Background: an optimization exercise with open tools, aiming at small area. Do not read the settings as production practice. In this exercise RTL edits were held to simulation tests only and were not proved equivalent to the original. Power figures rest on the tool's default switching activity, not on a simulated workload.

## design/flow/run.sh

```bash
#!/bin/bash
# synth_recipe.tcl (not shown) runs the flow's synth.tcl, then flattens the netlist and writes it again
# the make line also repeats each setting of config.mk as NAME=value (left out here)
make -C /OpenROAD-flow-scripts/flow DESIGN_CONFIG=/design/flow/config.mk WORK_HOME=/design/flow/orfs CLKGATE_MAP_FILE= SYNTH_SCRIPT=/design/flow/synth_recipe.tcl finish
```

## design/flow/config.mk

```make
export PLATFORM = sky130hd
export DESIGN_NAME = ir_volume
export DESIGN_NICKNAME = ir_volume
export VERILOG_FILES = /design/flow/design.v
export SDC_FILE = /design/flow/constraint.sdc
export NUM_CORES = 4
export LEC_CHECK = 0
export ABC_AREA = 1
export CAP_MARGIN = 20
export CORE_MARGIN = 2
export CORE_UTILIZATION = 40
export CTS_BUF_LIST = sky130_fd_sc_hd__clkbuf_4
export CTS_CLUSTER_DIAMETER = 100
export CTS_CLUSTER_SIZE = 30
export SLEW_MARGIN = 20
```

## design/flow/constraint.sdc

```tcl
create_clock -name core_clock -period 10.0 [get_ports {clk}]
set_input_delay 2.0000 -clock core_clock [delete_from_list [all_inputs] [get_ports {clk}]]
set_output_delay 2.0000 -clock core_clock [all_outputs]
set_load 0.01 [all_outputs]
```

## design/flow/design.v

```verilog
module ir_volume(clk, rst, ir_in, gtick, att_ack, att_sel_n, att_valid, att_byte, tens_we, ones_we, seg_tens, seg_ones);
  input clk;
  wire clk;
  input rst;
  wire rst;
  input ir_in;
  wire ir_in;
  input gtick;
  wire gtick;
  input att_ack;
  wire att_ack;
  output att_sel_n;
  wire att_sel_n;
  output att_valid;
  wire att_valid;
  output [7:0] att_byte;
  wire [7:0] att_byte;
  output tens_we;
  wire tens_we;
  output ones_we;
  wire ones_we;
  output [7:0] seg_tens;
  wire [7:0] seg_tens;
  output [7:0] seg_ones;
  wire [7:0] seg_ones;
  wire _0000_;
  wire _0001_;
  wire _0002_;
  wire _0003_;
  wire _0004_;
  wire _0005_;
  wire _0006_;
  wire _0007_;
  wire _0008_;
  wire _0009_;
  wire _0010_;
  wire _0011_;
  wire _0012_;
  wire _0013_;
  wire _0014_;
  wire _0015_;
  wire _0016_;
  wire _0017_;
  wire _0018_;
  wire _0019_;
  wire _0020_;
  wire _0021_;
  wire _0022_;
  wire _0023_;
  wire _0024_;
  wire _0025_;
  wire _0026_;
  wire _0027_;
  wire _0028_;
  wire _0029_;
  wire _0030_;
  wire _0031_;
  wire _0032_;
  wire _0033_;
  wire _0034_;
  wire _0035_;
  wire _0036_;
  wire _0037_;
  wire _0038_;
  wire _0039_;
  wire _0040_;
  wire _0041_;
  wire _0042_;
  wire _0043_;
  wire _0044_;
  wire _0045_;
  wire _0046_;
  wire _0047_;
  wire _0048_;
  wire _0049_;
  wire _0050_;
  wire _0051_;
  wire _0052_;
  wire _0053_;
  wire _0054_;
  wire _0055_;
  wire _0056_;
  wire _0057_;
  wire _0058_;
  wire _0059_;
  wire _0060_;
  wire _0061_;
  wire _0062_;
  wire _0063_;
  wire _0064_;
  wire _0065_;
  wire _0066_;
  wire _0067_;
  wire _0068_;
  wire _0069_;
  wire _0070_;
  wire _0071_;
  wire _0072_;
  wire _0073_;
  wire _0074_;
  wire _0075_;
  wire _0076_;
  wire _0077_;
  wire _0078_;
  wire _0079_;
  wire _0080_;
  wire _0081_;
  wire _0082_;
  wire _0083_;
  wire _0084_;
  wire _0085_;
  wire _0086_;
  wire _0087_;
  wire _0088_;
  wire _0089_;
  wire _0090_;
  wire _0091_;
  wire _0092_;
  wire _0093_;
  wire _0094_;
  wire _0095_;
  wire _0096_;
  wire _0097_;
  wire _0098_;
  wire _0099_;
  wire _0100_;
  wire _0101_;
  wire _0102_;
  wire _0103_;
  wire _0104_;
  wire _0105_;
  wire _0106_;
  wire _0107_;
  wire _0108_;
  wire _0109_;
  wire _0110_;
  wire _0111_;
  wire _0112_;
  wire _0113_;
  wire _0114_;
  wire _0115_;
  wire _0116_;
  wire _0117_;
  wire _0118_;
  wire _0119_;
  wire _0120_;
  wire _0121_;
  wire _0122_;
  wire _0123_;
  wire _0124_;
  wire _0125_;
  wire _0126_;
  wire _0127_;
  wire _0128_;
  wire _0129_;
  wire _0130_;
  wire _0131_;
  wire _0132_;
  wire _0133_;
  wire _0134_;
  wire _0135_;
  wire _0136_;
  wire _0137_;
  wire _0138_;
  wire _0139_;
  wire _0140_;
  wire _0141_;
  wire _0142_;
  wire _0143_;
  wire _0144_;
  wire _0145_;
  wire _0146_;
  wire _0147_;
  wire _0148_;
  wire _0149_;
  wire _0150_;
  wire _0151_;
  wire _0152_;
  wire _0153_;
  wire _0154_;
  wire _0155_;
  wire _0156_;
  wire _0157_;
  wire _0158_;
  wire _0159_;
  wire _0160_;
  wire _0161_;
  wire _0162_;
  wire _0163_;
  wire _0164_;
  wire _0165_;
  wire _0166_;
  wire _0167_;
  wire _0168_;
  wire _0169_;
  wire _0170_;
  wire _0171_;
  wire _0172_;
  wire _0173_;
  wire _0174_;
  wire _0175_;
  wire _0176_;
  wire _0177_;
  wire _0178_;
  wire _0179_;
  wire _0180_;
  wire _0181_;
  wire _0182_;
  wire _0183_;
  wire _0184_;
  wire _0185_;
  wire _0186_;
  wire _0187_;
  wire _0188_;
  wire _0189_;
  wire _0190_;
  wire _0191_;
  wire _0192_;
  wire _0193_;
  wire _0194_;
  wire _0195_;
  wire _0196_;
  wire _0197_;
  wire _0198_;
  wire _0199_;
  wire _0200_;
  wire _0201_;
  wire _0202_;
  wire _0203_;
  wire _0204_;
  wire _0205_;
  wire _0206_;
  wire _0207_;
  wire _0208_;
  wire _0209_;
  wire _0210_;
  wire _0211_;
  wire _0212_;
  wire _0213_;
  wire _0214_;
  wire _0215_;
  wire _0216_;
  wire _0217_;
  wire _0218_;
  wire _0219_;
  wire _0220_;
  wire _0221_;
  wire _0222_;
  wire _0223_;
  wire _0224_;
  wire _0225_;
  wire _0226_;
  wire _0227_;
  wire _0228_;
  wire _0229_;
  wire _0230_;
  wire _0231_;
  wire _0232_;
  wire _0233_;
  wire _0234_;
  wire _0235_;
  wire _0236_;
  wire _0237_;
  wire _0238_;
  wire _0239_;
  wire _0240_;
  wire _0241_;
  wire _0242_;
  wire _0243_;
  wire _0244_;
  wire _0245_;
  wire _0246_;
  wire _0247_;
  wire _0248_;
  wire _0249_;
  wire _0250_;
  wire _0251_;
  wire _0252_;
  wire _0253_;
  wire _0254_;
  wire _0255_;
  wire _0256_;
  wire _0257_;
  wire _0258_;
  wire _0259_;
  wire _0260_;
  wire _0261_;
  wire _0262_;
  wire _0263_;
  wire _0264_;
  wire _0265_;
  wire _0266_;
  wire _0267_;
  wire _0268_;
  wire _0269_;
  wire _0270_;
  wire _0271_;
  wire _0272_;
  wire _0273_;
  wire _0274_;
  wire _0275_;
  wire _0276_;
  wire _0277_;
  wire _0278_;
  wire _0279_;
  wire _0280_;
  wire _0281_;
  wire _0282_;
  wire _0283_;
  wire _0284_;
  wire _0285_;
  wire _0286_;
  wire _0287_;
  wire _0288_;
  wire _0289_;
  wire _0290_;
  wire _0291_;
  wire _0292_;
  wire _0293_;
  wire _0294_;
  wire _0295_;
  wire _0296_;
  wire _0297_;
  wire _0298_;
  wire _0299_;
  wire _0300_;
  wire _0301_;
  wire _0302_;
  wire _0303_;
  wire _0304_;
  wire _0305_;
  wire _0306_;
  wire _0307_;
  wire _0308_;
  wire _0309_;
  wire _0310_;
  wire _0311_;
  wire _0312_;
  wire _0313_;
  wire _0314_;
  wire _0315_;
  wire _0316_;
  wire _0317_;
  wire _0318_;
  wire _0319_;
  wire _0320_;
  wire _0321_;
  wire _0322_;
  wire _0323_;
  wire _0324_;
  wire _0325_;
  wire _0326_;
  wire _0327_;
  wire _0328_;
  wire _0329_;
  wire _0330_;
  wire _0331_;
  wire _0332_;
  wire _0333_;
  wire _0334_;
  wire _0335_;
  wire _0336_;
  wire _0337_;
  wire _0338_;
  wire _0339_;
  wire _0340_;
  wire _0341_;
  wire _0342_;
  wire _0343_;
  wire _0344_;
  wire _0345_;
  wire _0346_;
  wire _0347_;
  wire _0348_;
  wire _0349_;
  wire _0350_;
  wire _0351_;
  wire _0352_;
  wire _0353_;
  wire _0354_;
  wire _0355_;
  wire _0356_;
  wire _0357_;
  wire _0358_;
  wire _0359_;
  wire _0360_;
  wire _0361_;
  wire _0362_;
  wire _0363_;
  wire _0364_;
  wire _0365_;
  wire _0366_;
  wire _0367_;
  wire _0368_;
  wire _0369_;
  wire _0370_;
  wire _0371_;
  wire _0372_;
  wire _0373_;
  wire _0374_;
  wire _0375_;
  wire _0376_;
  wire _0377_;
  wire _0378_;
  wire _0379_;
  wire _0380_;
  wire _0381_;
  wire _0382_;
  wire _0383_;
  wire _0384_;
  wire _0385_;
  wire _0386_;
  wire _0387_;
  wire _0388_;
  wire _0389_;
  wire _0390_;
  wire _0391_;
  wire _0392_;
  wire _0393_;
  wire _0394_;
  wire _0395_;
  wire _0396_;
  wire _0397_;
  wire _0398_;
  wire _0399_;
  wire _0400_;
  wire _0401_;
  wire _0402_;
  wire _0403_;
  wire _0404_;
  wire _0405_;
  wire _0406_;
  wire _0407_;
  wire _0408_;
  wire _0409_;
  wire _0410_;
  wire _0411_;
  wire _0412_;
  wire _0413_;
  wire _0414_;
  wire _0415_;
  wire _0416_;
  wire _0417_;
  wire _0418_;
  wire _0419_;
  wire _0420_;
  wire _0421_;
  wire _0422_;
  wire _0423_;
  wire _0424_;
  wire _0425_;
  wire _0426_;
  wire _0427_;
  wire _0428_;
  wire _0429_;
  wire _0430_;
  wire _0431_;
  wire _0432_;
  wire _0433_;
  wire _0434_;
  wire _0435_;
  wire _0436_;
  wire _0437_;
  wire _0438_;
  wire _0439_;
  wire _0440_;
  wire _0441_;
  wire _0442_;
  wire _0443_;
  wire _0444_;
  wire _0445_;
  wire _0446_;
  wire _0447_;
  wire _0448_;
  wire _0449_;
  wire _0450_;
  wire _0451_;
  wire _0452_;
  wire _0453_;
  wire _0454_;
  wire _0455_;
  wire _0456_;
  wire _0457_;
  wire _0458_;
  wire _0459_;
  wire _0460_;
  wire _0461_;
  wire _0462_;
  wire _0463_;
  wire _0464_;
  wire _0465_;
  wire _0466_;
  wire _0467_;
  wire _0468_;
  wire _0469_;
  wire _0470_;
  wire _0471_;
  wire _0472_;
  wire _0473_;
  wire _0474_;
  wire _0475_;
  wire _0476_;
  wire _0477_;
  wire _0478_;
  wire _0479_;
  wire _0480_;
  wire _0481_;
  wire _0482_;
  wire _0483_;
  wire _0484_;
  wire _0485_;
  wire _0486_;
  wire _0487_;
  wire _0488_;
  wire _0489_;
  wire _0490_;
  wire _0491_;
  wire _0492_;
  wire _0493_;
  wire _0494_;
  wire _0495_;
  wire _0496_;
  wire _0497_;
  wire _0498_;
  wire _0499_;
  wire _0500_;
  wire _0501_;
  wire _0502_;
  wire _0503_;
  wire _0504_;
  wire _0505_;
  wire _0506_;
  wire _0507_;
  wire _0508_;
  wire _0509_;
  wire _0510_;
  wire _0511_;
  wire _0512_;
  wire _0513_;
  wire _0514_;
  wire _0515_;
  wire _0516_;
  wire _0517_;
  wire _0518_;
  wire _0519_;
  wire _0520_;
  wire _0521_;
  wire _0522_;
  wire _0523_;
  wire _0524_;
  wire _0525_;
  wire _0526_;
  wire _0527_;
  wire _0528_;
  wire _0529_;
  wire _0530_;
  wire _0531_;
  wire _0532_;
  wire _0533_;
  wire _0534_;
  wire _0535_;
  wire _0536_;
  wire _0537_;
  wire _0538_;
  wire _0539_;
  wire _0540_;
  wire _0541_;
  wire _0542_;
  wire _0543_;
  wire _0544_;
  wire _0545_;
  wire _0546_;
  wire _0547_;
  wire _0548_;
  wire _0549_;
  wire _0550_;
  wire _0551_;
  wire _0552_;
  wire _0553_;
  wire _0554_;
  wire _0555_;
  wire _0556_;
  wire _0557_;
  wire _0558_;
  wire _0559_;
  wire _0560_;
  wire _0561_;
  wire _0562_;
  wire _0563_;
  wire _0564_;
  wire _0565_;
  wire _0566_;
  wire _0567_;
  wire _0568_;
  wire _0569_;
  wire _0570_;
  wire _0571_;
  wire _0572_;
  wire _0573_;
  wire _0574_;
  wire _0575_;
  wire _0576_;
  wire _0577_;
  wire _0578_;
  wire _0579_;
  wire _0580_;
  wire _0581_;
  wire _0582_;
  wire _0583_;
  wire _0584_;
  wire _0585_;
  wire _0586_;
  wire _0587_;
  wire _0588_;
  wire _0589_;
  wire _0590_;
  wire _0591_;
  wire _0592_;
  wire _0593_;
  wire _0594_;
  wire _0595_;
  wire _0596_;
  wire _0597_;
  wire _0598_;
  wire _0599_;
  wire _0600_;
  wire _0601_;
  wire _0602_;
  wire _0603_;
  wire _0604_;
  wire _0605_;
  wire _0606_;
  wire _0607_;
  wire _0608_;
  wire _0609_;
  wire _0610_;
  wire _0611_;
  wire _0612_;
  wire _0613_;
  wire _0614_;
  wire _0615_;
  wire _0616_;
  wire _0617_;
  wire _0618_;
  wire _0619_;
  wire _0620_;
  wire _0621_;
  wire _0622_;
  wire _0623_;
  wire _0624_;
  wire _0625_;
  wire _0626_;
  wire _0627_;
  wire _0628_;
  wire _0629_;
  wire _0630_;
  wire _0631_;
  wire _0632_;
  wire _0633_;
  wire _0634_;
  wire _0635_;
  wire _0636_;
  wire _0637_;
  wire _0638_;
  wire _0639_;
  wire _0640_;
  wire _0641_;
  wire _0642_;
  wire _0643_;
  wire _0644_;
  wire _0645_;
  wire _0646_;
  wire _0647_;
  wire _0648_;
  wire _0649_;
  wire _0650_;
  wire _0651_;
  wire _0652_;
  wire _0653_;
  wire _0654_;
  wire _0655_;
  wire _0656_;
  wire _0657_;
  wire _0658_;
  wire _0659_;
  wire _0660_;
  wire _0661_;
  wire _0662_;
  wire _0663_;
  wire _0664_;
  wire _0665_;
  wire _0666_;
  wire _0667_;
  wire _0668_;
  wire _0669_;
  wire _0670_;
  wire _0671_;
  wire _0672_;
  reg [3:0] dones;
  reg [3:0] dtens;
  reg [1:0] fcmd;
  reg fok;
  reg [7:0] gap;
  reg ir_q;
  reg [1:0] last;
  reg [4:0] nbits;
  reg [3:0] ones;
  reg [8:0] pcnt;
  reg [2:0] rcount;
  reg [7:0] sav;
  reg [3:0] st;
  reg [3:0] tens;
  reg [6:0] thr;
  assign _0065_ = ~(st[2] | st[1]);
  assign _0066_ = ~(_0065_ & st[0]);
  assign tens_we = st[3] & ~(_0066_);
  assign _0067_ = ~(st[0] | st[3]);
  assign _0068_ = ~st[3];
  assign _0069_ = st[2] & st[1];
  assign _0070_ = ~_0069_;
  assign _0071_ = ~st[0];
  assign _0072_ = ~(_0065_ & _0071_);
  assign att_sel_n = _0068_ ? _0070_ : _0072_;
  assign att_valid = ~(att_sel_n | _0067_);
  assign _0073_ = st[3] & ~(st[0]);
  assign _0074_ = _0073_ & _0065_;
  assign _0075_ = tens[0] | ~(tens[1]);
  assign _0076_ = tens[0] & ~(tens[1]);
  assign _0077_ = _0075_ & ~(_0076_);
  assign _0078_ = tens[2] & ~(_0077_);
  assign _0079_ = ~ones[3];
  assign _0080_ = ones[1] & ones[2];
  assign _0081_ = _0079_ & ~(_0080_);
  assign _0082_ = tens[3] & ~(_0081_);
  assign _0083_ = tens[0] & tens[3];
  assign _0084_ = ~(_0083_ | _0082_);
  assign _0085_ = _0084_ & ~(_0078_);
  assign att_byte[6] = _0074_ & ~(_0085_);
  assign _0086_ = ~ones[1];
  assign _0087_ = ones[1] & ones[0];
  assign _0088_ = ones[2] ? _0086_ : _0087_;
  assign _0089_ = ~_0088_;
  assign _0090_ = ~tens[3];
  assign _0091_ = ones[2] & ~(ones[1]);
  assign _0092_ = ones[3] & ~(_0091_);
  assign _0093_ = _0092_ | _0090_;
  assign _0094_ = _0093_ | _0089_;
  assign _0095_ = ~(ones[2] | ones[3]);
  assign _0096_ = ~tens[2];
  assign _0097_ = ~(tens[1] & tens[0]);
  assign _0098_ = _0096_ & ~(_0097_);
  assign _0099_ = ~(ones[1] | ones[0]);
  assign _0100_ = _0099_ | ~(_0098_);
  assign _0101_ = _0083_ | ~(_0100_);
  assign _0102_ = _0101_ & ~(_0095_);
  assign _0103_ = tens[2] & ~(tens[0]);
  assign _0104_ = _0095_ & ~(ones[1]);
  assign _0105_ = tens[1] & ~(ones[0]);
  assign _0106_ = _0105_ & _0104_;
  assign _0107_ = _0103_ & ~(_0106_);
  assign _0108_ = tens[3] & ~(tens[0]);
  assign _0109_ = _0108_ & _0095_;
  assign _0110_ = ones[0] | ~(tens[2]);
  assign _0111_ = _0097_ | _0079_;
  assign _0112_ = _0110_ & ~(_0111_);
  assign _0113_ = _0112_ | _0109_;
  assign _0114_ = _0113_ | _0107_;
  assign _0115_ = _0114_ | _0102_;
  assign _0116_ = _0094_ & ~(_0115_);
  assign att_byte[5] = _0074_ & ~(_0116_);
  assign _0117_ = _0075_ | _0079_;
  assign _0118_ = ones[1] & ~(ones[2]);
  assign _0119_ = ~_0118_;
  assign _0120_ = tens[2] & ~(tens[1]);
  assign _0121_ = _0120_ & ~(tens[0]);
  assign _0122_ = _0076_ & ~(tens[2]);
  assign _0123_ = ~(_0122_ | _0121_);
  assign _0124_ = _0123_ & ~(_0119_);
  assign _0125_ = _0117_ & ~(_0124_);
  assign _0126_ = ~(tens[0] | ones[2]);
  assign _0127_ = tens[1] & ~(tens[2]);
  assign _0128_ = ~(_0120_ | _0127_);
  assign _0129_ = ~(_0128_ & _0126_);
  assign _0130_ = _0125_ & ~(_0129_);
  assign _0131_ = ~tens[0];
  assign _0132_ = tens[2] | tens[3];
  assign _0133_ = tens[1] ? _0131_ : _0132_;
  assign _0134_ = _0121_ | ~(_0133_);
  assign _0135_ = _0134_ & _0118_;
  assign _0136_ = _0080_ & ~(_0134_);
  assign _0137_ = ~ones[0];
  assign _0138_ = _0120_ | tens[3];
  assign _0139_ = tens[0] & ones[2];
  assign _0140_ = _0079_ & ~(_0139_);
  assign _0141_ = _0138_ & ~(_0140_);
  assign _0142_ = _0141_ | _0137_;
  assign _0143_ = _0142_ | _0136_;
  assign _0144_ = ~(_0143_ | _0135_);
  assign _0145_ = _0144_ & ~(_0130_);
  assign _0146_ = ~_0127_;
  assign _0147_ = tens[0] ? _0090_ : _0146_;
  assign _0148_ = _0095_ & ~(_0147_);
  assign _0149_ = ~tens[1];
  assign _0150_ = _0149_ & ~(_0132_);
  assign _0151_ = ~(ones[1] | ones[2]);
  assign _0152_ = ~(_0151_ | _0080_);
  assign _0153_ = _0152_ | _0126_;
  assign _0154_ = _0150_ & ~(_0153_);
  assign _0155_ = _0109_ | ones[0];
  assign _0156_ = _0155_ | _0154_;
  assign _0157_ = _0156_ | _0148_;
  assign _0158_ = _0125_ & ~(_0157_);
  assign _0159_ = _0158_ | _0145_;
  assign _0160_ = ~ones[2];
  assign _0161_ = ~_0108_;
  assign _0162_ = _0161_ & ~(_0078_);
  assign _0163_ = _0162_ | _0160_;
  assign _0164_ = _0163_ | _0127_;
  assign _0165_ = _0164_ & ~(_0139_);
  assign _0166_ = _0165_ & _0091_;
  assign _0167_ = tens[2] & ~(_0097_);
  assign _0168_ = _0167_ & ~(_0095_);
  assign _0169_ = _0108_ & _0080_;
  assign _0170_ = _0105_ & _0091_;
  assign _0171_ = _0170_ | st[2];
  assign _0172_ = _0171_ | _0169_;
  assign _0173_ = _0172_ | _0168_;
  assign _0174_ = _0173_ | _0166_;
  assign _0175_ = _0159_ & ~(_0174_);
  assign att_byte[0] = att_valid & ~(_0175_);
  assign _0176_ = _0119_ & ~(_0130_);
  assign _0177_ = _0176_ | _0096_;
  assign _0178_ = _0177_ & ~(_0168_);
  assign _0179_ = _0178_ | _0131_;
  assign _0180_ = _0126_ | _0149_;
  assign _0181_ = _0104_ ? _0077_ : _0180_;
  assign _0182_ = tens[3] ? _0086_ : _0080_;
  assign _0183_ = _0182_ & ~(_0131_);
  assign _0184_ = _0120_ & _0095_;
  assign _0185_ = _0184_ | _0183_;
  assign _0186_ = _0181_ & ~(_0185_);
  assign _0187_ = _0137_ & ~(_0186_);
  assign _0188_ = ones[0] & ~(tens[1]);
  assign _0189_ = _0188_ & ~(_0079_);
  assign _0190_ = _0188_ | _0096_;
  assign _0191_ = _0190_ ^ _0076_;
  assign _0192_ = _0091_ & ~(_0191_);
  assign _0193_ = _0192_ | _0189_;
  assign _0194_ = _0193_ | _0187_;
  assign _0195_ = _0179_ & ~(_0194_);
  assign _0196_ = ~(_0147_ & _0160_);
  assign _0197_ = ~(_0196_ & _0087_);
  assign _0198_ = _0165_ & ~(_0197_);
  assign _0199_ = tens[3] & ~(_0080_);
  assign _0200_ = _0088_ | _0083_;
  assign _0201_ = _0199_ & ~(_0200_);
  assign _0202_ = ones[3] & ~(tens[2]);
  assign _0203_ = _0105_ | tens[0];
  assign _0204_ = _0202_ & ~(_0203_);
  assign _0205_ = _0127_ & _0095_;
  assign _0206_ = ~(_0205_ | _0170_);
  assign _0207_ = _0098_ & ~(_0206_);
  assign _0208_ = ones[0] & ~(_0152_);
  assign _0209_ = _0208_ & _0207_;
  assign _0210_ = _0209_ | _0204_;
  assign _0211_ = _0210_ | _0201_;
  assign _0212_ = _0211_ | _0198_;
  assign _0213_ = _0195_ & ~(_0212_);
  assign att_byte[1] = _0074_ & ~(_0213_);
  assign _0214_ = _0076_ & ~(_0151_);
  assign _0215_ = _0214_ & ~(_0136_);
  assign _0216_ = _0127_ & _0091_;
  assign _0217_ = _0216_ | _0155_;
  assign _0218_ = _0217_ | _0215_;
  assign _0219_ = _0178_ & ~(_0218_);
  assign _0220_ = _0098_ & ~(_0086_);
  assign _0221_ = ones[3] | ~(tens[1]);
  assign _0222_ = ones[1] & ~(ones[3]);
  assign _0223_ = _0222_ | ~(_0103_);
  assign _0224_ = _0221_ & ~(_0223_);
  assign _0225_ = ~(ones[1] | ones[3]);
  assign _0226_ = ~(_0076_ & _0090_);
  assign _0227_ = _0225_ & ~(_0226_);
  assign _0228_ = _0227_ | _0224_;
  assign _0229_ = _0228_ | _0220_;
  assign _0230_ = tens[2] ? _0131_ : _0075_;
  assign _0231_ = _0104_ & ~(_0230_);
  assign _0232_ = _0082_ | _0137_;
  assign _0233_ = _0232_ | _0231_;
  assign _0234_ = _0233_ | _0229_;
  assign _0235_ = _0163_ & ~(_0234_);
  assign _0236_ = _0235_ | _0219_;
  assign _0237_ = ~(_0132_ | _0077_);
  assign _0238_ = _0161_ & ~(_0237_);
  assign _0239_ = _0118_ & ~(_0238_);
  assign _0240_ = _0105_ | _0131_;
  assign _0241_ = _0128_ | _0079_;
  assign _0242_ = _0240_ & ~(_0241_);
  assign _0243_ = _0242_ | _0239_;
  assign _0244_ = _0236_ & ~(_0243_);
  assign att_byte[2] = _0074_ & ~(_0244_);
  assign _0245_ = _0079_ & ~(_0130_);
  assign _0246_ = _0245_ | _0110_;
  assign _0247_ = ~(_0139_ & _0150_);
  assign _0248_ = tens[2] & tens[0];
  assign _0249_ = _0149_ & ~(_0248_);
  assign _0250_ = _0160_ & ~(_0249_);
  assign _0251_ = _0250_ | _0167_;
  assign _0252_ = _0247_ & ~(_0251_);
  assign _0253_ = _0087_ & ~(_0252_);
  assign _0254_ = _0091_ & ~(_0162_);
  assign _0255_ = _0099_ | _0087_;
  assign _0256_ = _0199_ & ~(_0255_);
  assign _0257_ = ~(ones[0] & tens[0]);
  assign _0258_ = _0257_ | ~(_0202_);
  assign _0259_ = ~(_0258_ & _0206_);
  assign _0260_ = _0259_ | _0256_;
  assign _0261_ = _0090_ & ~(_0076_);
  assign _0262_ = _0261_ & ~(_0103_);
  assign _0263_ = ones[3] & ~(_0262_);
  assign _0264_ = _0121_ & ~(_0088_);
  assign _0265_ = _0264_ | _0263_;
  assign _0266_ = _0265_ | _0260_;
  assign _0267_ = _0266_ | _0254_;
  assign _0268_ = _0267_ | _0253_;
  assign _0269_ = _0246_ & ~(_0268_);
  assign att_byte[3] = _0074_ & ~(_0269_);
  assign _0270_ = _0096_ ? _0075_ : _0097_;
  assign _0271_ = _0270_ | _0137_;
  assign _0272_ = tens[2] & ~(_0081_);
  assign _0273_ = _0271_ & ~(_0272_);
  assign _0274_ = ones[2] & ~(_0273_);
  assign _0275_ = _0121_ | _0108_;
  assign _0276_ = _0089_ ? _0083_ : _0275_;
  assign _0277_ = _0120_ | ~(_0075_);
  assign _0278_ = _0277_ & ~(_0081_);
  assign _0279_ = _0278_ | st[2];
  assign _0280_ = _0279_ | _0207_;
  assign _0281_ = _0280_ | _0276_;
  assign _0282_ = _0281_ | _0274_;
  assign _0283_ = _0246_ & ~(_0282_);
  assign att_byte[4] = att_valid & ~(_0283_);
  assign _0284_ = ~dones[3];
  assign _0285_ = ~dones[0];
  assign _0286_ = ~(dones[2] & dones[1]);
  assign _0287_ = _0286_ | _0285_;
  assign _0288_ = ~(dones[2] | dones[3]);
  assign _0289_ = _0288_ & ~(dones[1]);
  assign seg_ones[6] = _0287_ & ~(_0289_);
  assign _0290_ = _0284_ & ~(seg_ones[6]);
  assign _0291_ = ~(dones[1] | dones[0]);
  assign _0292_ = _0291_ | ~(dones[2]);
  assign seg_ones[1] = _0292_ | _0290_;
  assign _0293_ = _0286_ | _0284_;
  assign _0294_ = ~(dones[2] | dones[0]);
  assign _0295_ = ~(_0294_ | dones[1]);
  assign _0296_ = dones[0] & ~(_0288_);
  assign _0297_ = _0295_ & ~(_0296_);
  assign seg_ones[0] = _0293_ & ~(_0297_);
  assign _0298_ = dtens[2] & dtens[1];
  assign _0299_ = ~(_0298_ & dtens[0]);
  assign _0300_ = ~(dtens[2] | dtens[3]);
  assign _0301_ = _0300_ & ~(dtens[1]);
  assign seg_tens[6] = _0299_ & ~(_0301_);
  assign seg_tens[5] = _0299_ & ~(_0300_);
  assign _0302_ = st[2] | ~(st[1]);
  assign _0303_ = _0067_ & ~(_0302_);
  assign _0304_ = _0303_ | fok;
  assign _0305_ = pcnt[0] & ~(thr[0]);
  assign _0306_ = pcnt[1] & ~(thr[1]);
  assign _0307_ = _0306_ | _0305_;
  assign _0308_ = thr[2] & ~(pcnt[2]);
  assign _0309_ = thr[1] & ~(pcnt[1]);
  assign _0310_ = _0309_ | _0308_;
  assign _0311_ = _0307_ & ~(_0310_);
  assign _0312_ = pcnt[3] & ~(thr[3]);
  assign _0313_ = pcnt[2] & ~(thr[2]);
  assign _0314_ = _0313_ | _0312_;
  assign _0315_ = _0314_ | _0311_;
  assign _0316_ = thr[4] & ~(pcnt[4]);
  assign _0317_ = thr[3] & ~(pcnt[3]);
  assign _0318_ = _0317_ | _0316_;
  assign _0319_ = _0315_ & ~(_0318_);
  assign _0320_ = pcnt[4] & ~(thr[4]);
  assign _0321_ = pcnt[5] & ~(thr[5]);
  assign _0322_ = _0321_ | _0320_;
  assign _0323_ = _0322_ | _0319_;
  assign _0324_ = thr[6] & ~(pcnt[6]);
  assign _0325_ = thr[5] & ~(pcnt[5]);
  assign _0326_ = _0325_ | _0324_;
  assign _0327_ = _0323_ & ~(_0326_);
  assign _0328_ = pcnt[6] & ~(thr[6]);
  assign _0329_ = pcnt[8] | pcnt[7];
  assign _0330_ = _0329_ | _0328_;
  assign _0331_ = _0330_ | _0327_;
  assign _0332_ = fcmd[0] & ~(nbits[0]);
  assign _0333_ = ~nbits[1];
  assign _0334_ = fcmd[1] & nbits[0];
  assign _0335_ = _0334_ | _0333_;
  assign _0336_ = ~(_0335_ | _0332_);
  assign _0337_ = ~nbits[2];
  assign _0338_ = nbits[3] & nbits[4];
  assign _0339_ = ~(_0338_ & _0337_);
  assign _0340_ = ~(_0339_ | _0336_);
  assign _0341_ = nbits[2] & ~(_0338_);
  assign _0342_ = ~nbits[4];
  assign _0343_ = ~(nbits[1] & nbits[0]);
  assign _0344_ = _0342_ & ~(_0343_);
  assign _0345_ = _0344_ | _0341_;
  assign _0346_ = ~(_0345_ | _0340_);
  assign _0347_ = ~(nbits[2] | nbits[3]);
  assign _0348_ = ~(nbits[4] & nbits[1]);
  assign _0349_ = _0347_ & ~(_0348_);
  assign _0350_ = _0346_ & ~(_0349_);
  assign _0351_ = _0350_ | _0331_;
  assign _0352_ = _0068_ & ~(_0069_);
  assign _0353_ = _0352_ & ir_in;
  assign _0354_ = ~(_0353_ & st[0]);
  assign _0355_ = st[1] & ~(_0354_);
  assign _0356_ = ~_0355_;
  assign _0357_ = _0346_ & _0331_;
  assign _0358_ = _0357_ | _0356_;
  assign _0359_ = _0351_ & ~(_0358_);
  assign _0000_ = _0304_ & ~(_0359_);
  assign seg_ones[3] = _0287_ & ~(_0297_);
  assign _0360_ = ~dtens[0];
  assign _0361_ = ~(dtens[1] | dtens[3]);
  assign seg_tens[4] = _0360_ & ~(_0361_);
  assign _0362_ = dtens[1] | ~(dtens[2]);
  assign _0363_ = _0360_ & ~(_0362_);
  assign seg_tens[3] = seg_tens[6] & ~(_0363_);
  assign _0364_ = ~(_0300_ & _0360_);
  assign _0365_ = dtens[2] & dtens[3];
  assign seg_tens[2] = _0364_ & ~(_0365_);
  assign _0366_ = ~(_0301_ & _0360_);
  assign _0367_ = dtens[0] & ~(_0362_);
  assign _0368_ = dtens[0] & ~(dtens[3]);
  assign _0369_ = _0298_ & ~(_0368_);
  assign _0370_ = _0369_ | _0367_;
  assign seg_tens[1] = _0366_ & ~(_0370_);
  assign _0371_ = ~(_0365_ | _0361_);
  assign seg_tens[0] = _0371_ | _0367_;
  assign _0372_ = _0090_ & ~(_0167_);
  assign att_byte[7] = _0074_ & ~(_0372_);
  assign _0373_ = _0288_ & ~(_0291_);
  assign seg_ones[5] = _0287_ & ~(_0373_);
  assign _0374_ = _0294_ & dones[1];
  assign seg_ones[2] = _0293_ & ~(_0374_);
  assign seg_ones[4] = _0285_ & ~(_0295_);
  assign ones_we = _0073_ & ~(_0302_);
  assign _0375_ = _0068_ & ~(_0066_);
  assign _0376_ = ~_0375_;
  assign _0377_ = ~pcnt[5];
  assign _0378_ = pcnt[4] & pcnt[3];
  assign _0379_ = _0377_ & ~(_0378_);
  assign _0380_ = ~pcnt[4];
  assign _0381_ = pcnt[3] & pcnt[2];
  assign _0382_ = _0380_ & ~(_0381_);
  assign _0383_ = pcnt[5] & ~(_0382_);
  assign _0384_ = pcnt[6] ? _0379_ : _0383_;
  assign _0385_ = _0384_ ^ pcnt[7];
  assign _0001_ = _0376_ ? thr[3] : _0385_;
  assign _0386_ = _0377_ ? _0378_ : _0382_;
  assign _0387_ = _0386_ ^ pcnt[6];
  assign _0002_ = _0376_ ? thr[2] : _0387_;
  assign _0388_ = ~(_0382_ | _0378_);
  assign _0389_ = _0388_ ^ pcnt[5];
  assign _0003_ = _0375_ ? _0389_ : thr[1];
  assign _0390_ = ~rst;
  assign _0391_ = ~fcmd[0];
  assign _0392_ = _0151_ & ~(ones[0]);
  assign _0393_ = _0391_ & ~(_0392_);
  assign _0394_ = ~fcmd[1];
  assign _0395_ = _0394_ & ~(_0208_);
  assign _0396_ = ~(gap[7] | gap[6]);
  assign _0397_ = gap[5] & gap[4];
  assign _0398_ = ~gap[3];
  assign _0399_ = gap[2] | gap[1];
  assign _0400_ = _0398_ & ~(_0399_);
  assign _0401_ = _0397_ & ~(_0400_);
  assign _0402_ = _0396_ & ~(_0401_);
  assign _0403_ = ~(fcmd[1] | fcmd[0]);
  assign _0404_ = ~(fok & st[2]);
  assign _0405_ = _0404_ | _0403_;
  assign _0406_ = _0405_ | _0354_;
  assign _0407_ = ~(_0406_ | _0402_);
  assign _0408_ = gap[3] & ~(gap[2]);
  assign _0409_ = ~(gap[7] & gap[6]);
  assign _0410_ = _0408_ & ~(_0409_);
  assign _0411_ = gap[1] & ~(gap[0]);
  assign _0412_ = ~(_0411_ & _0397_);
  assign _0413_ = _0410_ & ~(_0412_);
  assign _0414_ = rcount[2] & ~(rcount[1]);
  assign _0415_ = _0414_ & rcount[0];
  assign _0416_ = fcmd[1] & fcmd[0];
  assign _0417_ = _0416_ | ~(_0415_);
  assign _0418_ = fcmd[1] ^ last[1];
  assign _0419_ = fcmd[0] ^ last[0];
  assign _0420_ = ~(_0419_ | _0418_);
  assign _0421_ = ~(_0420_ & _0417_);
  assign _0422_ = _0421_ | _0413_;
  assign _0423_ = ~(_0422_ & _0407_);
  assign _0424_ = _0150_ & ~(tens[0]);
  assign _0425_ = _0099_ & _0095_;
  assign _0426_ = _0425_ & ~(fcmd[0]);
  assign _0427_ = _0426_ & _0424_;
  assign _0428_ = ones[0] & ~(fcmd[1]);
  assign _0429_ = _0151_ & ~(_0079_);
  assign _0430_ = _0429_ & _0428_;
  assign _0431_ = _0430_ & ~(_0372_);
  assign _0432_ = _0431_ & _0122_;
  assign _0433_ = _0432_ | _0427_;
  assign _0434_ = _0433_ | _0423_;
  assign _0435_ = ~(_0434_ | _0395_);
  assign _0436_ = _0435_ & ~(_0393_);
  assign _0437_ = _0436_ | _0079_;
  assign _0438_ = _0425_ & ~(_0394_);
  assign _0439_ = ~(_0438_ & _0424_);
  assign _0440_ = _0439_ | ~(sav[3]);
  assign _0441_ = _0222_ & ~(fcmd[1]);
  assign _0442_ = _0441_ | _0426_;
  assign _0443_ = _0440_ & ~(_0442_);
  assign _0444_ = _0435_ & ~(_0443_);
  assign _0445_ = _0437_ & ~(_0444_);
  assign _0004_ = _0390_ & ~(_0445_);
  assign _0446_ = pcnt[3] & ~(pcnt[2]);
  assign _0447_ = _0446_ ^ pcnt[4];
  assign _0005_ = _0375_ ? _0447_ : thr[0];
  assign _0448_ = ~(pcnt[1] & pcnt[0]);
  assign _0449_ = _0448_ | ~(_0352_);
  assign _0450_ = _0449_ | ~(_0381_);
  assign _0451_ = pcnt[4] & ~(_0450_);
  assign _0452_ = _0451_ & ~(_0377_);
  assign _0453_ = ~(pcnt[7] & pcnt[6]);
  assign _0454_ = _0452_ & ~(_0453_);
  assign _0455_ = _0454_ | pcnt[8];
  assign _0456_ = _0453_ | ~(pcnt[8]);
  assign _0457_ = _0452_ & ~(_0456_);
  assign _0458_ = _0352_ & ~(ir_in);
  assign _0459_ = _0071_ ? _0353_ : _0458_;
  assign _0460_ = _0459_ & _0072_;
  assign _0461_ = _0352_ & ~(_0460_);
  assign _0462_ = ~_0461_;
  assign _0463_ = _0457_ | ~(_0462_);
  assign _0006_ = _0455_ & ~(_0463_);
  assign _0464_ = ~nbits[0];
  assign _0465_ = _0355_ & ~(_0464_);
  assign _0466_ = ~(_0465_ & _0349_);
  assign _0007_ = _0466_ ? fcmd[1] : _0331_;
  assign _0467_ = ~pcnt[7];
  assign _0468_ = ~pcnt[6];
  assign _0469_ = _0452_ & ~(_0468_);
  assign _0470_ = _0469_ ^ _0467_;
  assign _0008_ = _0462_ & ~(_0470_);
  assign _0471_ = _0452_ ^ _0468_;
  assign _0009_ = _0462_ & ~(_0471_);
  assign _0472_ = _0451_ ^ pcnt[5];
  assign _0010_ = _0472_ & ~(_0461_);
  assign _0473_ = _0450_ ^ _0380_;
  assign _0011_ = _0473_ & ~(_0461_);
  assign _0474_ = pcnt[2] & ~(_0449_);
  assign _0475_ = _0474_ ^ pcnt[3];
  assign _0012_ = _0475_ & ~(_0461_);
  assign _0476_ = ~(_0449_ ^ pcnt[2]);
  assign _0013_ = _0476_ & ~(_0461_);
  assign _0477_ = _0352_ & pcnt[0];
  assign _0478_ = _0477_ ^ pcnt[1];
  assign _0014_ = _0478_ & ~(_0461_);
  assign _0479_ = _0352_ ^ pcnt[0];
  assign _0015_ = _0479_ | _0461_;
  assign _0480_ = pcnt[6] & ~(_0379_);
  assign _0481_ = _0467_ & ~(_0480_);
  assign _0482_ = ~(_0375_ & pcnt[8]);
  assign _0483_ = ~(_0482_ | _0481_);
  assign _0484_ = thr[6] & ~(_0375_);
  assign _0016_ = _0484_ | _0483_;
  assign _0485_ = _0349_ & ~(nbits[0]);
  assign _0486_ = ~(_0485_ & _0355_);
  assign _0017_ = _0486_ ? fcmd[0] : _0331_;
  assign _0487_ = _0067_ & ~(_0353_);
  assign _0488_ = ~att_ack;
  assign _0489_ = ~(_0072_ | ir_q);
  assign _0490_ = att_valid ? _0488_ : _0489_;
  assign _0491_ = pcnt[3] | pcnt[2];
  assign _0492_ = _0491_ | _0448_;
  assign _0493_ = _0492_ | _0456_;
  assign _0494_ = _0383_ & ~(_0493_);
  assign _0495_ = _0459_ & ~(_0494_);
  assign _0496_ = _0495_ | _0490_;
  assign _0497_ = _0496_ | _0487_;
  assign _0498_ = ~(_0458_ & st[0]);
  assign _0499_ = nbits[0] | ~(st[2]);
  assign _0500_ = nbits[4] | nbits[1];
  assign _0501_ = _0500_ | _0499_;
  assign _0502_ = _0347_ & ~(_0501_);
  assign _0503_ = _0502_ | ~(_0498_);
  assign _0504_ = _0065_ ? st[0] : _0458_;
  assign _0505_ = _0504_ & ~(_0503_);
  assign _0506_ = _0505_ | ~(st[2]);
  assign _0507_ = _0497_ & ~(_0506_);
  assign _0508_ = _0423_ & ~(rst);
  assign _0509_ = ~(_0508_ & _0356_);
  assign _0018_ = _0509_ | _0507_;
  assign _0510_ = _0497_ & st[1];
  assign _0511_ = _0505_ | ~(_0508_);
  assign _0019_ = _0511_ | _0510_;
  assign _0512_ = _0497_ | _0074_;
  assign _0513_ = _0496_ & ~(st[0]);
  assign _0514_ = _0513_ | rst;
  assign _0020_ = _0512_ & ~(_0514_);
  assign _0515_ = ~(fcmd[1] ^ ones[0]);
  assign _0516_ = ~(_0515_ | _0434_);
  assign _0517_ = _0516_ ^ ones[1];
  assign _0518_ = sav[1] & ~(_0439_);
  assign _0519_ = fcmd[0] ? fcmd[1] : _0425_;
  assign _0520_ = ~(_0519_ | _0430_);
  assign _0521_ = ~(_0520_ | _0434_);
  assign _0522_ = _0521_ & ~(_0518_);
  assign _0523_ = _0522_ | rst;
  assign _0021_ = _0517_ & ~(_0523_);
  assign _0524_ = _0416_ & ~(_0423_);
  assign _0525_ = _0137_ & ~(_0524_);
  assign _0526_ = sav[0] & ~(_0439_);
  assign _0527_ = ~(_0526_ | _0525_);
  assign _0528_ = _0434_ | ~(_0527_);
  assign _0529_ = _0434_ & ~(_0527_);
  assign _0530_ = _0529_ | rst;
  assign _0022_ = _0528_ & ~(_0530_);
  assign _0531_ = st[3] & ~(_0065_);
  assign _0532_ = _0390_ & ~(_0531_);
  assign _0533_ = dones[2] | ~(_0532_);
  assign _0534_ = ~(_0531_ & _0390_);
  assign _0535_ = _0160_ & ~(_0534_);
  assign _0023_ = _0533_ & ~(_0535_);
  assign _0536_ = dones[1] | ~(_0532_);
  assign _0537_ = _0086_ & ~(_0534_);
  assign _0024_ = _0536_ & ~(_0537_);
  assign _0538_ = ~nbits[3];
  assign _0539_ = _0355_ & ~(_0343_);
  assign _0540_ = _0539_ & ~(_0337_);
  assign _0541_ = _0540_ & ~(_0538_);
  assign _0542_ = ~_0303_;
  assign _0543_ = _0542_ & ~(_0541_);
  assign _0025_ = _0342_ ? _0541_ : _0543_;
  assign _0544_ = ~(_0532_ & _0285_);
  assign _0545_ = _0137_ & ~(_0534_);
  assign _0026_ = _0544_ & ~(_0545_);
  assign _0546_ = _0407_ & ~(_0420_);
  assign _0547_ = gap[3] & gap[2];
  assign _0548_ = gap[5] | gap[4];
  assign _0549_ = _0548_ | gap[7];
  assign _0550_ = _0549_ | _0547_;
  assign _0551_ = _0396_ | st[3];
  assign _0552_ = ~(_0551_ | _0072_);
  assign _0553_ = ~(_0552_ & _0415_);
  assign _0554_ = _0550_ & ~(_0553_);
  assign _0555_ = _0554_ | rst;
  assign _0556_ = ~(_0555_ | _0546_);
  assign _0557_ = rcount[0] & ~(_0423_);
  assign _0558_ = _0557_ & rcount[1];
  assign _0559_ = ~(_0558_ ^ rcount[2]);
  assign _0027_ = _0556_ & ~(_0559_);
  assign _0560_ = tens_we | rst;
  assign _0561_ = dtens[2] & ~(_0560_);
  assign _0562_ = ~(tens_we & _0390_);
  assign _0563_ = tens[2] & ~(_0562_);
  assign _0028_ = _0563_ | _0561_;
  assign _0564_ = dtens[1] & ~(_0560_);
  assign _0565_ = tens[1] & ~(_0562_);
  assign _0029_ = _0565_ | _0564_;
  assign _0566_ = ~gap[1];
  assign _0567_ = gtick & gap[0];
  assign _0568_ = _0567_ & ~(_0566_);
  assign _0569_ = ~(_0568_ & _0547_);
  assign _0570_ = _0397_ & ~(_0569_);
  assign _0571_ = ~(_0570_ & gap[6]);
  assign _0572_ = _0571_ ^ gap[7];
  assign _0030_ = _0508_ & ~(_0572_);
  assign _0573_ = _0430_ & _0097_;
  assign _0574_ = _0521_ & ~(_0573_);
  assign _0575_ = _0574_ | tens[2];
  assign _0576_ = sav[6] & ~(_0439_);
  assign _0577_ = _0430_ & ~(_0167_);
  assign _0578_ = _0127_ | fcmd[0];
  assign _0579_ = _0123_ & ~(_0578_);
  assign _0580_ = _0579_ | _0577_;
  assign _0581_ = _0580_ | _0576_;
  assign _0582_ = _0521_ & ~(_0581_);
  assign _0583_ = _0582_ | rst;
  assign _0031_ = _0575_ & ~(_0583_);
  assign _0584_ = _0391_ & ~(_0195_);
  assign _0585_ = _0521_ & ~(_0584_);
  assign _0586_ = _0585_ | tens[3];
  assign _0587_ = _0167_ & ~(_0090_);
  assign _0588_ = _0431_ & ~(_0587_);
  assign _0589_ = sav[7] & ~(_0439_);
  assign _0590_ = _0589_ | _0588_;
  assign _0591_ = _0585_ & ~(_0590_);
  assign _0592_ = _0591_ | rst;
  assign _0032_ = _0586_ & ~(_0592_);
  assign _0593_ = _0439_ | ~(sav[5]);
  assign _0594_ = _0077_ ? _0391_ : _0430_;
  assign _0595_ = _0593_ & ~(_0594_);
  assign _0596_ = _0521_ ? _0595_ : _0149_;
  assign _0033_ = _0390_ & ~(_0596_);
  assign _0597_ = ~(_0521_ & tens[0]);
  assign _0598_ = _0524_ | rst;
  assign _0599_ = _0131_ & ~(_0521_);
  assign _0600_ = _0599_ | _0598_;
  assign _0601_ = _0597_ & ~(_0600_);
  assign _0602_ = rst | ~(sav[4]);
  assign _0603_ = _0602_ | _0439_;
  assign _0604_ = ~(_0603_ | _0434_);
  assign _0034_ = _0604_ | _0601_;
  assign _0605_ = tens[0] & ~(_0562_);
  assign _0606_ = dtens[0] & ~(_0560_);
  assign _0035_ = _0606_ | _0605_;
  assign _0607_ = ~(_0524_ & _0390_);
  assign _0608_ = tens[2] & ~(_0607_);
  assign _0609_ = sav[6] & ~(_0598_);
  assign _0036_ = _0609_ | _0608_;
  assign _0610_ = sav[7] & ~(_0598_);
  assign _0611_ = tens[3] & ~(_0607_);
  assign _0037_ = _0611_ | _0610_;
  assign _0612_ = _0407_ ? fcmd[0] : last[0];
  assign _0038_ = _0612_ & ~(_0555_);
  assign _0613_ = tens[1] & ~(_0607_);
  assign _0614_ = sav[5] & ~(_0598_);
  assign _0039_ = _0614_ | _0613_;
  assign _0615_ = tens[0] & ~(_0607_);
  assign _0616_ = sav[4] & ~(_0598_);
  assign _0040_ = _0616_ | _0615_;
  assign _0617_ = tens[3] & ~(_0562_);
  assign _0618_ = dtens[3] & ~(_0560_);
  assign _0041_ = _0618_ | _0617_;
  assign _0619_ = _0407_ ? fcmd[1] : last[1];
  assign _0042_ = _0619_ & ~(_0555_);
  assign _0620_ = sav[3] & ~(_0598_);
  assign _0621_ = ones[3] & ~(_0607_);
  assign _0043_ = _0621_ | _0620_;
  assign _0622_ = sav[2] & ~(_0598_);
  assign _0623_ = ones[2] & ~(_0607_);
  assign _0044_ = _0623_ | _0622_;
  assign _0624_ = ones[1] & ~(_0607_);
  assign _0625_ = sav[1] & ~(_0598_);
  assign _0045_ = _0625_ | _0624_;
  assign _0626_ = ~(_0570_ ^ gap[6]);
  assign _0046_ = _0508_ & ~(_0626_);
  assign _0627_ = _0569_ | ~(gap[4]);
  assign _0628_ = _0627_ ^ gap[5];
  assign _0047_ = _0508_ & ~(_0628_);
  assign _0629_ = _0569_ ^ gap[4];
  assign _0048_ = _0508_ & ~(_0629_);
  assign _0630_ = att_valid & ~(_0488_);
  assign _0631_ = _0068_ & ~(_0630_);
  assign _0049_ = _0532_ & ~(_0631_);
  assign _0632_ = ~gap[2];
  assign _0633_ = _0568_ & ~(_0632_);
  assign _0634_ = _0633_ ^ _0398_;
  assign _0050_ = _0508_ & ~(_0634_);
  assign _0635_ = _0568_ ^ _0632_;
  assign _0051_ = _0508_ & ~(_0635_);
  assign _0636_ = _0567_ ^ _0566_;
  assign _0052_ = _0508_ & ~(_0636_);
  assign _0637_ = ~(gtick ^ gap[0]);
  assign _0638_ = _0637_ | _0413_;
  assign _0053_ = _0508_ & ~(_0638_);
  assign _0639_ = _0557_ | rcount[1];
  assign _0640_ = _0414_ | ~(_0556_);
  assign _0641_ = _0640_ | _0558_;
  assign _0054_ = _0639_ & ~(_0641_);
  assign _0642_ = _0640_ | ~(_0557_);
  assign _0643_ = _0423_ & ~(rcount[0]);
  assign _0644_ = _0643_ | _0555_;
  assign _0055_ = _0642_ & ~(_0644_);
  assign _0645_ = ones[0] & ~(_0607_);
  assign _0646_ = sav[0] & ~(_0598_);
  assign _0056_ = _0646_ | _0645_;
  assign _0647_ = _0516_ & _0255_;
  assign _0648_ = _0647_ | ones[2];
  assign _0649_ = sav[2] & ~(_0439_);
  assign _0650_ = _0099_ & ~(_0429_);
  assign _0651_ = _0391_ & ~(_0650_);
  assign _0652_ = _0651_ | _0649_;
  assign _0653_ = _0435_ & ~(_0652_);
  assign _0654_ = _0653_ | rst;
  assign _0057_ = _0648_ & ~(_0654_);
  assign _0655_ = _0375_ & ~(pcnt[8]);
  assign _0656_ = _0468_ & ~(_0383_);
  assign _0657_ = pcnt[7] & ~(_0656_);
  assign _0658_ = _0657_ & _0655_;
  assign _0659_ = thr[5] & ~(_0375_);
  assign _0660_ = _0481_ & ~(_0482_);
  assign _0661_ = _0660_ | _0659_;
  assign _0058_ = _0661_ | _0658_;
  assign _0662_ = _0657_ | ~(_0483_);
  assign _0663_ = _0655_ & _0481_;
  assign _0664_ = ~(_0375_ | thr[4]);
  assign _0665_ = _0664_ | _0663_;
  assign _0666_ = _0665_ | _0658_;
  assign _0059_ = _0662_ & ~(_0666_);
  assign _0667_ = _0538_ & ~(_0540_);
  assign _0060_ = _0543_ & ~(_0667_);
  assign _0668_ = _0542_ & ~(_0539_);
  assign _0061_ = _0337_ ? _0539_ : _0668_;
  assign _0669_ = ~(_0532_ & _0284_);
  assign _0670_ = _0079_ & ~(_0534_);
  assign _0062_ = _0669_ & ~(_0670_);
  assign _0671_ = _0333_ & ~(_0465_);
  assign _0063_ = _0668_ & ~(_0671_);
  assign _0672_ = _0355_ ^ _0464_;
  assign _0064_ = _0542_ & ~(_0672_);
  always @(posedge clk)
    nbits[0] <= _0064_;
  always @(posedge clk)
    nbits[1] <= _0063_;
  always @(posedge clk)
    nbits[2] <= _0061_;
  always @(posedge clk)
    nbits[3] <= _0060_;
  always @(posedge clk)
    nbits[4] <= _0025_;
  always @(posedge clk)
    last[0] <= _0038_;
  always @(posedge clk)
    last[1] <= _0042_;
  always @(posedge clk)
    st[0] <= _0020_;
  always @(posedge clk)
    st[1] <= _0019_;
  always @(posedge clk)
    st[2] <= _0018_;
  always @(posedge clk)
    st[3] <= _0049_;
  always @(posedge clk)
    pcnt[0] <= _0015_;
  always @(posedge clk)
    pcnt[1] <= _0014_;
  always @(posedge clk)
    pcnt[2] <= _0013_;
  always @(posedge clk)
    pcnt[3] <= _0012_;
  always @(posedge clk)
    pcnt[4] <= _0011_;
  always @(posedge clk)
    pcnt[5] <= _0010_;
  always @(posedge clk)
    pcnt[6] <= _0009_;
  always @(posedge clk)
    pcnt[7] <= _0008_;
  always @(posedge clk)
    pcnt[8] <= _0006_;
  always @(posedge clk)
    thr[0] <= _0005_;
  always @(posedge clk)
    thr[1] <= _0003_;
  always @(posedge clk)
    thr[2] <= _0002_;
  always @(posedge clk)
    thr[3] <= _0001_;
  always @(posedge clk)
    thr[4] <= _0059_;
  always @(posedge clk)
    thr[5] <= _0058_;
  always @(posedge clk)
    thr[6] <= _0016_;
  always @(posedge clk)
    rcount[0] <= _0055_;
  always @(posedge clk)
    rcount[1] <= _0054_;
  always @(posedge clk)
    rcount[2] <= _0027_;
  always @(posedge clk)
    gap[0] <= _0053_;
  always @(posedge clk)
    gap[1] <= _0052_;
  always @(posedge clk)
    gap[2] <= _0051_;
  always @(posedge clk)
    gap[3] <= _0050_;
  always @(posedge clk)
    gap[4] <= _0048_;
  always @(posedge clk)
    gap[5] <= _0047_;
  always @(posedge clk)
    gap[6] <= _0046_;
  always @(posedge clk)
    gap[7] <= _0030_;
  always @(posedge clk)
    tens[0] <= _0034_;
  always @(posedge clk)
    tens[1] <= _0033_;
  always @(posedge clk)
    tens[2] <= _0031_;
  always @(posedge clk)
    tens[3] <= _0032_;
  always @(posedge clk)
    ones[0] <= _0022_;
  always @(posedge clk)
    ones[1] <= _0021_;
  always @(posedge clk)
    ones[2] <= _0057_;
  always @(posedge clk)
    ones[3] <= _0004_;
  always @(posedge clk)
    sav[0] <= _0056_;
  always @(posedge clk)
    sav[1] <= _0045_;
  always @(posedge clk)
    sav[2] <= _0044_;
  always @(posedge clk)
    sav[3] <= _0043_;
  always @(posedge clk)
    sav[4] <= _0040_;
  always @(posedge clk)
    sav[5] <= _0039_;
  always @(posedge clk)
    sav[6] <= _0036_;
  always @(posedge clk)
    sav[7] <= _0037_;
  always @(posedge clk)
    dtens[0] <= _0035_;
  always @(posedge clk)
    dtens[1] <= _0029_;
  always @(posedge clk)
    dtens[2] <= _0028_;
  always @(posedge clk)
    dtens[3] <= _0041_;
  always @(posedge clk)
    dones[0] <= _0026_;
  always @(posedge clk)
    dones[1] <= _0024_;
  always @(posedge clk)
    dones[2] <= _0023_;
  always @(posedge clk)
    dones[3] <= _0062_;
  always @(posedge clk)
    fcmd[1] <= _0007_;
  always @(posedge clk)
    fcmd[0] <= _0017_;
  always @(posedge clk)
    ir_q <= ir_in;
  always @(posedge clk)
    fok <= _0000_;
  assign seg_ones[7] = 1'h0;
  assign seg_tens[7] = 1'h0;
endmodule
```

==> results of run 1 <==
-- flip-flops by register name, indices dropped and copies added, names as in the netlist --
name,cells
rcount,3
tens,4
pcnt,9
fcmd,2
thr,7
dones,4
ir_q,1
nbits,5
last,2
st,4
ones,4
sav,8
gap,8
dtens,4
fok,1
-- cells by family after synthesis --
group	count (synthesis)	share of synthesized area, %
and+or+nand+nor	287	30.20
AOI/OAI and AO/OA	140	18.39
buffers and inverters	134	12.03
DFF	66	30.90
adders and majority gates	23	6.437
xor gates and xnor gates	10	1.959
other	1	0.08388
-- worst max path at each step --
stage | to | start | slack (ps)
floorplan | att_byte[0] | tens[0]$_DFF_P_ | 6260
global placement | att_byte[0] | tens[0]$_DFF_P_ | 5110
detailed placement | att_byte[0] | tens[0]$_DFF_P_ | 5140
CTS | att_byte[0] | tens[0]$_DFF_P_ | 4660
global route | att_byte[0] | tens[0]$_DFF_P_ | 4450
finish | att_byte[0] | tens[0]$_DFF_P_ | 4590
-- metrics by stage --
step | instances | hold slack [ps] | setup WS [ps] | total power [mW] | utilization [%]
6_report | 833 | 483.6 | 4592 | 0.7661 | 45.87
5_1_grt | 833 | 510.8 | 4449 | 0.8214 | 45.87
4_1_cts | 833 | 482.0 | 4656 | 0.7739 | 45.87
3_5_place_dp | 818 | 465.8 | 5139 | 0.5996 | 44.71
3_3_place_gp | 818 | 453.8 | 5109 | 0.5962 | 44.71
2_1_floorplan | 662 | 441.4 | 6260 | 0.5040 | -
-- worst reg2reg max path: stages, from the launching register on --
cell and delay (ps):
dfxtp_1 710, inv_1 350, ha_1 420, inv_1 80
o21ai_0 150, nand2_1 70, a21oi_1 180, nand2_1 100
nand2_1 150, nand3_1 90, nand2_1 70, nor2_1 40
-- cell usage in the layout, fill, tap and decap left out, types with 4 or more instances in the layout --
master           count
nor2_2               4
xor2_1               4
dfxtp_1             60
inv_2                9
o21ai_1              7
nor2_4               4
a31oi_1              9
clkdlybuf4s50_1     30
xnor2_1              6
inv_1              109
o21ai_0             40
o211ai_1             4
nand2_2              5
o22ai_1             17
nand2_1            125
a21oi_1             39
nand4_1             12
edfxtp_1             6
nand3_1             36
nor3_1              16
ha_1                23
nor2_1              65
clkbuf_4            11
a21oi_2              4
-- where the power goes --
part           switching [mW]  internal, mW  leakage (nW)
Clock                  0.0954        0.0790        0.0741
Sequential             0.0340         0.296         0.544
Combinational           0.146         0.116          1.53
-- routing by layer --
metal / part of all wire, % / up-vias / track usage (%)
met5: 0 / - / 0
met1: 43 / 2006 / 26.74
li1: - / 2239 / -
met4: 5.2 / 0 / 15.19
met2: 47 / 132 / 37.35
met3: 4.4 / 42 / 2.549
-- layout make-up --
type	count	area, um2	share of cell area (%)
clock buffers	11	82.58	1.653
multi-input cells	462	2555	51.15
repair buffers	30	300.3	6.012
clock inverters	4	43.79	0.8768
inverters	120	456.7	9.143
well taps	140	175.2	3.507
flip-flops and latches	66	1381	27.66
==> metrics.md, run 1 <==
| Metric | Value |
|---|---|
| Status | finished clean |
| Largest net degree at the start of global routing | 21 |
| Crit Path Category | reg -> out |
| Yosys warns | 1 |
| Gr usage total | 22.32% |
| Async S/R FF share, synth | 0% |
| Slowest cell on the critical path | dfxtp_1 |
| Synth top cells by count | 125 x nand2_1, 109 x inv_1, 65 x nor2_1 |
| Starting Density | about 41% |
| Leakage | 2.152 nW |
| Sequential fraction of the synthesis area | 30.90% |
| Leading area contributor after synthesis | dfxtp_1 |
| Top cells by area, synth | dfxtp_1 27%, nand2_1 10%, inv_1 9.2% |
| Clk_skew | roughly 18 ps |
| Hold Crit Start | last[0]$_DFF_P_ |
| Critical R2R Launch | tens[0]$_DFF_P_ |
| Cells on worst reg2reg path | 11 |
| Max cap viols | 0 |
| Top delay family on crit path | buffers and inverters |
| ANT cells | 0 |
| Largest stage delay, worst path | 710 ps |
| Post-layout minimum cycle time | around 5400 ps |
| Slew HR | 37.48% |
| Post-DP HPWL | 9.922 mm |
| Initial antenna violation count | 0 |
| DRT Pass-1 Iters | 5 |
| Top-area cell type share of the netlist area | a little over a quarter |
| CTS tree | yes |
| First-pass GRT wire length | roughly 20 mm |
| Row Count | 38 |
| Mapped Cells | 661 |
| Reg clk slew, reported paths | between 100 and 150 ps |
| Vias in the first global route | between 4,000 and 5,000 |
| Final Slew Violations | 0 |
| Levels on crit path | 10 |
| Ys flop type | dfxtp_1 |
| Congestion Overflow GR | 0 |
| Least-Margin Pin Slew | 928.1 ps |
| Iter 0 DRT Violations | 276 |
| Post-route clock period utilization | 54.08% |
| Final Hold Fails | 0 |
| Critical Path Fanout Max | 14 |
| Core Area | between 10,000 and 15,000 um2 |
| # nets final | around 720 |
| Cell area after layout | between 4000 and 5000 um2 |
| Root Buffer | clkbuf_4 |
| Vias/cell | roughly 5.3 |
| Post-cts resize count | 0 |
| Post-Syn Area | roughly 4500 um2 |
| DRT antenna net count | 0 |
| Worst Path Buf+Inv | 3 |
| Worst Hold Class | reg -> reg |
| Average cell area after synthesis | around 6.8 um2 |
| DIE WIDTH | about 110 um |
| Skew-Pair Late Insertion Delay | approximately 430 ps |
| Crit path launch type | register |
| Critical Path AT | around 3400 ps |
| Peak supply drop | 0.1025 mV |
| Synth-to-layout area growth | 11.73% |
| Area after DPL | between 4000 and 5000 um2 |
| Most frequent cell on the critical path | nand2_1 |
| Most numerous cell in the Yosys netlist | nand2_1 |
| EDFF count, synth | 6 |
| Routed Wire Length | 12.67 mm |
| Num CTS Buffers | 9 |
| DRC errors left | 0 |
| CTS Sinks | between 60 and 70 |
| Proportion of layout cells with a drive suffix above 1 | roughly 8.5% |
| Seq cells post-synth | 66 |
| R2R setup slack | between 7000 and 8000 ps |
| Setup Fix Bufs, Post-CTS | 0 |
| Die ar. | approximately 12,000 um2 |
| Routability-driven placement congestion ratio | between 0.9 and 1 |
| Via Count | 4,419 |
| F_max | ~180 MHz |
| Worst Path Required | 8000 ps |
| Power Density | approximately 150 nW/um2 |
| Clk buf depth | 2 |
| Wire per inst | 15.21 um |
| CP Cell Sequence | inv_1 > ha_1 > inv_1 > nand2_1 > nand2_1 > nand2_1 > o21ai_0 > or2_2 > a31oi_1 > clkdlybuf4s50_1 |
| Htree depth | 3 |
| Cts hold-fix bufs | 0 |
| Io pins | 33 |
| Critical path endpoint category | output port |
| PortBufs | 30 |
| Setup TNS Final | 0 ps |
| Hold depth | 2 |
| RSZ-0062 raised after global routing | false |
| Fillers | 1,127 |
| Yosys cell types | 52 |
| Final setup violating endpoints | 0 |
| R2r endpoint | tens[3]$_DFF_P_ |
| Chip height | between 100 and 150 um |
| Worst hold path endpoint | last[0]$_DFF_P_ |
==> run 2, diff against run 1 <==
==> design/flow/flow/run.sh (new file) <==
#!/bin/bash
# The standard layout, with the smallest buffer on every input and output port.
set -euo pipefail
export BUFFER_PORTS_ARGS="-buffer_cell sky130_fd_sc_hd__buf_1"
bash standard.sh > standard.log 2>&1
==> design/flow/standard.sh (new file) <==
#!/bin/bash
# synth_recipe.tcl (not shown) runs the flow's synth.tcl, then flattens the netlist and writes it again
# the make line also repeats each setting of config.mk as NAME=value (left out here)
make -C /OpenROAD-flow-scripts/flow DESIGN_CONFIG=/design/flow/config.mk WORK_HOME=/design/flow/orfs CLKGATE_MAP_FILE= SYNTH_SCRIPT=/design/flow/synth_recipe.tcl "${@:-finish}"
removed: design/flow/run.sh
==> metrics.md, run 2 <==
| Metric | Value |
|---|---|
| Root Buffer | clkbuf_4 (unchanged) |
| Top flop regs | pcnt x9, gap x8, sav x8 (unchanged) |
| Peak supply drop | 0.08850 mV (was 0.1025 mV) |
| Seq cells post-synth | 66 (unchanged) |
| Slew HR | 48.62% (was 37.48%) |
| Largest reg by FF count | pcnt (unchanged) |
| Via Count | 4,455 (was 4,419) |
| Congestion Overflow GR | 0 (unchanged) |
| Starting Density | 41.06% (unchanged) |
| Ys flop type | dfxtp_1 (unchanged) |
| Num CTS Buffers | 9 (unchanged) |
| Synth-to-layout area growth | 7.165% (was 11.73%) |
| Final Hold Fails | 0 (unchanged) |
| F_max | 200.9 MHz (was 184.9 MHz) |
| Post-layout minimum cycle time | 4978 ps (was 5408 ps) |
| Post-Syn Area | 4471 um2 (unchanged) |
| Setup Fix Bufs, Post-CTS | 0 (unchanged) |
| Number of flip-flops in the largest register | 9 (unchanged) |
| Row Count | 38 (unchanged) |
| Routed Wire Length | 12.29 mm (was 12.67 mm) |
| EDFF count, synth | 6 (unchanged) |
| Yosys cell types | 52 (unchanged) |
| DRT Pass-1 Iters | 5 (unchanged) |
| Chip height | 109.7 um (unchanged) |
| CTS Sinks | 66 (unchanged) |
| Io pins | 33 (unchanged) |
| Post-DP HPWL | 9.589 mm (was 9.922 mm) |
| Critical path endpoint category | output port (unchanged) |
| Post-cts resize count | 0 (unchanged) |
| Sequential fraction of the synthesis area | 30.90% (unchanged) |
| Final Slew Violations | 0 (unchanged) |
| Core Area | 10,890 um2 (unchanged) |
| Skew-Pair Late Insertion Delay | 420 ps (was 430 ps) |
| Leading area contributor after synthesis | dfxtp_1 (unchanged) |
| Proportion of layout cells with a drive suffix above 1 | 8.501% (was 8.514%) |
| Htree depth | 3 (unchanged) |
| Worst Hold Class | reg -> reg (unchanged) |
| Mapped Cells | 661 (unchanged) |
| Synth top cells by count | 125 x nand2_1, 109 x inv_1, 65 x nor2_1 (unchanged) |
| Status | finished clean (unchanged) |
| CTS tree | yes (unchanged) |
| Top cells by area, synth | dfxtp_1 27%, nand2_1 10%, inv_1 9.2% (unchanged) |
| Power after layout | 0.7057 mW (was 0.7661 mW) |
| Most frequent cells in the layout | 125 x nand2_1, 109 x inv_1, 65 x nor2_1 (unchanged) |
| Worst Path Required | 8000 ps (about the same) |
| PortBufs | 30 (unchanged) |
| Wire per inst | 14.74 um (was 15.21 um) |
| RSZ-0062 raised after global routing | false (unchanged) |
| Crit Path Category | reg -> out (unchanged) |
run 2: changes by cell type in the layout (fill, tap and decap cells not counted):
| cell | before | now |
|---|---|---|
| buf_1 | 0 | 30 |
| bufinv_16 | 1 | 0 |
| clkbuf_4 | 11 | 12 |
| clkdlybuf4s50_1 | 30 | 0 |
| clkinv_1 | 1 | 2 |
| clkinv_2 | 3 | 2 |
| clkinvlp_4 | 0 | 1 |
run 2: report_power, final:
part / internal [mW] / switching [mW]
Sequential: 0.296 / 0.0329
Clock: 0.0576 / 0.0924
Combinational: 0.0811 / 0.146
run 2: logic make-up after synthesis:
| family | count (synthesis) | synth area share, % |
|---|---|---|
| buffers and inverters | 134 | 12.03 |
| adder cells (fa/ha/maj) | 23 | 6.437 |
| XOR/XNOR | 10 | 1.959 |
| flip-flops | 66 | 30.90 |
| other | 1 | 0.08388 |
| AO/OA/AOI/OAI | 140 | 18.39 |
| AND/OR/NAND/NOR | 287 | 30.20 |
run 2: worst max-delay path, cell delays in order (launching register included):
cell and delay [ps]:
dfxtp_1 700, inv_1 360, ha_1 410, inv_1 80, nand2_1 80, nand2_1 100, nand2_1 80, o21ai_0 100
or2_2 290, a31oi_1 170, buf_1 170
run 2: final timing paths:
check | from | end | slack, ps | cells past startpoint
setup / recovery | tens[0]$_DFF_P_ | att_byte[0] | 5020 | 10
hold / removal | sav[5]$_DFF_P_ | sav[5]$_DFF_P_ | 470 | 2
setup reg to reg | ones[2]$_DFF_P_ | ones[2]$_DFF_P_ | 7460 | 11
hold reg to reg | sav[5]$_DFF_P_ | sav[5]$_DFF_P_ | 470 | 2
run 2: routing by layer:
layer  share of wire, %  global-route usage (%)
met5                  0                       0
met4                3.9                   10.94
met3                5.8                   3.260
met2                 49                   38.10
met1                 41                   26.32
run 2: layout make-up:
class | count | area (um2)
timing repair buffer | 30 | 112.6
sequential | 66 | 1381
inverter | 120 | 456.7
fill | 1171 | 6097
clock buffer | 12 | 90.09
clock inverter | 4 | 20.02
multi-input combinational | 462 | 2555
tap | 140 | 175.2
run 2: stage by stage:
stage | util [%] | hold slack, ps | instances | cell area [um2] | setup WS [ps]
finish | 44.00 | 472.2 | 834 | 4791 | 5022
global placement | 42.99 | 453.0 | 818 | 4681 | 5488
detailed placement | 42.99 | 461.5 | 818 | 4681 | 5586
global route | 44.00 | 504.1 | 834 | 4791 | 4845
CTS | 44.00 | 474.0 | 834 | 4791 | 5102
floorplan | - | 441.4 | 662 | 4474 | 6260

==> what the ideal ports hide <==
The flow's constraints put no driver on any port. The routed layouts listed below were extracted and timed again, unchanged, in two steps.
Step 1: set_driving_cell puts a clkbuf_16 on clk and a buf_2 on each other input, an assumption about the parent block.
Step 2 moves the port delays by t, midway between the first and last clock arrival at a register: inputs arrive t later, outputs are due t later. That takes back most of the time a late clock gives input paths.
a / b / c = no drivers / after step 1 / after step 2; a / b = the first two.
run	t (ns)	setup WS [ns]	worst setup path after step 2	worst data-port slew with drivers (ns)	pins driven straight from the clock port
run 1	0.449	4.592 / 4.564 / 5.013	register to output	0.03	1
run 2	0.439	5.022 / 4.994 / 5.432	register to output	0.03	1
After both steps every run listed still meets setup and hold.
